Context: an optimization exercise on an open-source flow, tuned for a short achievable clock period and few clock cycles. The choices shown serve that exercise and are no tape-out recipe.
Only simulation tests tie the RTL to the original design; equivalence was not proved.
Power and IR drop assume default switching activity.

Setup of v44:
==> flow/design.v (excerpt) <==
module fde_core (
    input  wire        clk,
    input  wire        rst,            
    input  wire [7:0]  key,            
    output wire [7:0]  mem_addr,
    output wire        mem_we,
    output wire [15:0] mem_wdata,
    input  wire [15:0] mem_rdata,
    output reg  [15:0] out_data,
    output reg         out_valid,
    output reg  [15:0] disp_data,
    output reg         disp_data_valid,
    output reg  [15:0] disp_ctrl,
    output reg         disp_ctrl_valid,
    output reg         halted,
    output reg  [1:0]  fault,
    output reg  [15:0] fault_info
);
For scale: ~3000 cells after synthesis, roughly 850 flip-flops, roughly 120 I/O pins, about 0.039 sq mm of cells after synthesis.
clock: 7.0 ns
lec_check: 0
abc_clock_period_in_ps: 1500
cap_margin: 20
core_margin: 2
core_utilization: 55
place_density: 0.75
setup_slack_margin: 4.8
slew_margin: 20
tns_end_percent: 100
run.sh (not shown) runs the stock make flow with config.mk's settings and CLKGATE_MAP_FILE= SYNTH_SCRIPT=/design/flow/synth_recipe.tcl, a recipe that flattens the netlist after the stock synthesis.
Testbench counts of v44, summed over its fixed seeds: cycles 20,098.
## Diff of input files: v50 against v44
# v44
export LEC_CHECK = 0
export ABC_CLOCK_PERIOD_IN_PS = 1500
export CAP_MARGIN = 20
export CORE_MARGIN = 2
export CORE_UTILIZATION = 55
export PLACE_DENSITY = 0.75
export SETUP_SLACK_MARGIN = 4.8
export SLEW_MARGIN = 20
export TNS_END_PERCENT = 100
create_clock -name core_clock -period 7.0 [get_ports {clk}]
# v50
export LEC_CHECK = 0
export ABC_CLOCK_PERIOD_IN_PS = 2500
export CAP_MARGIN = 20
export CORE_MARGIN = 2
export CORE_UTILIZATION = 55
export PLACE_DENSITY = 0.75
export SETUP_SLACK_MARGIN = 4.3
export SLEW_MARGIN = 20
export TNS_END_PERCENT = 100
create_clock -name core_clock -period 7.0 [get_ports {clk}]
### Flow results
- The number of nets in the layout in v50 is 0.937 times that in v44.
- There was hardly any difference in met1 track utilization from global routing between v50 and v44.
- v50: share of total power in the clock network higher than v44
Setup changes, v50 to v46
# v50
export LEC_CHECK = 0
export ABC_CLOCK_PERIOD_IN_PS = 2500
export CAP_MARGIN = 20
export CORE_MARGIN = 2
export CORE_UTILIZATION = 55
export PLACE_DENSITY = 0.75
export SETUP_SLACK_MARGIN = 4.3
export SLEW_MARGIN = 20
export TNS_END_PERCENT = 100
create_clock -name core_clock -period 7.0 [get_ports {clk}]
# v46
export LEC_CHECK = 0
export ABC_CLOCK_PERIOD_IN_PS = 2500
export CAP_MARGIN = 20
export CORE_MARGIN = 2
export CORE_UTILIZATION = 40
export PLACE_DENSITY = 0.6
export SETUP_SLACK_MARGIN = 4.3
export SLEW_MARGIN = 20
export TNS_END_PERCENT = 100
create_clock -name core_clock -period 7.0 [get_ports {clk}]
Notes after the runs:
v50 was smaller in final cell area than v46.
Across both runs, part of the total power dissipated in the clock network was lower for v46 than for v50.
The lower layout overhead on the synthesized area came out of v50.
Relative to v50, core area has gone up in v46.
Status: total power parity (v50, v46)
Compared with v50, v46 shows a higher final non-filler cell total.
In v46 relative to v50, number of global-route vias before repair had gone down by a few percent.

========
Setup of alpha:
Starting RTL as in the previous note.
clock: 7.0 ns
lec_check: 0
abc_clock_period_in_ps: 1500
cap_margin: 20
core_margin: 2
core_utilization: 55
place_density: 0.75
setup_slack_margin: 4.6
slew_margin: 20
tns_end_percent: 100
Testbench counts of alpha, summed over its fixed seeds: cycles 20,098.
[inputs] beta vs alpha
Settings: changing SETUP_SLACK_MARGIN from 4.6 to 4.3; changing ABC_CLOCK_PERIOD_IN_PS from 1500 to 2500; setting CTS_CLUSTER_SIZE to 30 for the first time; setting CTS_CLUSTER_DIAMETER to 60 for the first time.
==> notes.md <==
beta completed every stage of the flow, and the final layout passed the timing, DRC and antenna checks.
Synthesis-to-layout area growth: alpha and beta compared, higher one is alpha
Comparing alpha and beta, relative contribution of combinational cells to total power is lower on beta.
Across both runs, post-route clock period utilization was higher for beta than for alpha.
Comparing worst slack at placement for alpha and beta, the smaller number came from beta.
For gamma, these inputs were changed with respect to beta:
Settings: a change of ABC_CLOCK_PERIOD_IN_PS from 2500 to 2000; a change of SETUP_SLACK_MARGIN from 4.3 to 4.6; a deleted CTS_CLUSTER_DIAMETER that had been 60; a deleted CTS_CLUSTER_SIZE that had been 30.
Findings:
- Of gamma and beta, beta shows the lower area taken by multi-input logic gates, with gamma above it.
- The faster design of the two is gamma; beta tops out lower.
- In gamma, setup slack is higher than in beta.
- Summary of the comparison: global routing usage on met1 is higher in gamma, relative to beta.
- Power in the clock group grows by more than a quarter when moving from beta to gamma.
- In terms of number of multi-input combinational cells, beta and gamma differ only marginally.

## re-timing with driven ports
The results above use ideal ports. As a check the final layouts listed here were re-extracted and re-timed, cells and wires unchanged. Step 1, drivers: a clkbuf_16 drives clk and a buf_2 each remaining input, both assumed. Step 2 moves the port delays by t, midway between the first and last clock arrival at a register: inputs arrive t later, outputs are due t later. That takes back most of the time a late clock gives input paths. a / b / c = no drivers / after step 1 / after step 2; a / b = the first two.
| run | t, ns | slack for setup (ns) | worst setup path at the end | latest minus earliest clock arrival (ns) |
|---|---|---|---|---|
| v44 | 0.728 | 3.933 / 3.866 / 3.478 | input to register | 0.053 / 0.053 |
| v50 | 0.714 | 3.956 / 3.892 / 3.530 | input to register | 0.028 / 0.028 |
| v46 | 0.733 | 3.944 / 3.882 / 3.578 | input to register | 0.042 / 0.042 |
| alpha | 0.714 | 4.009 / 3.945 / 3.546 | input to register | 0.040 / 0.040 |
| beta | 0.712 | 3.931 / 3.871 / 3.506 | input to register | 0.041 / 0.041 |
| gamma | 0.714 | 4.009 / 3.945 / 3.546 | input to register | 0.040 / 0.040 |
After both steps every run listed still meets setup and hold.
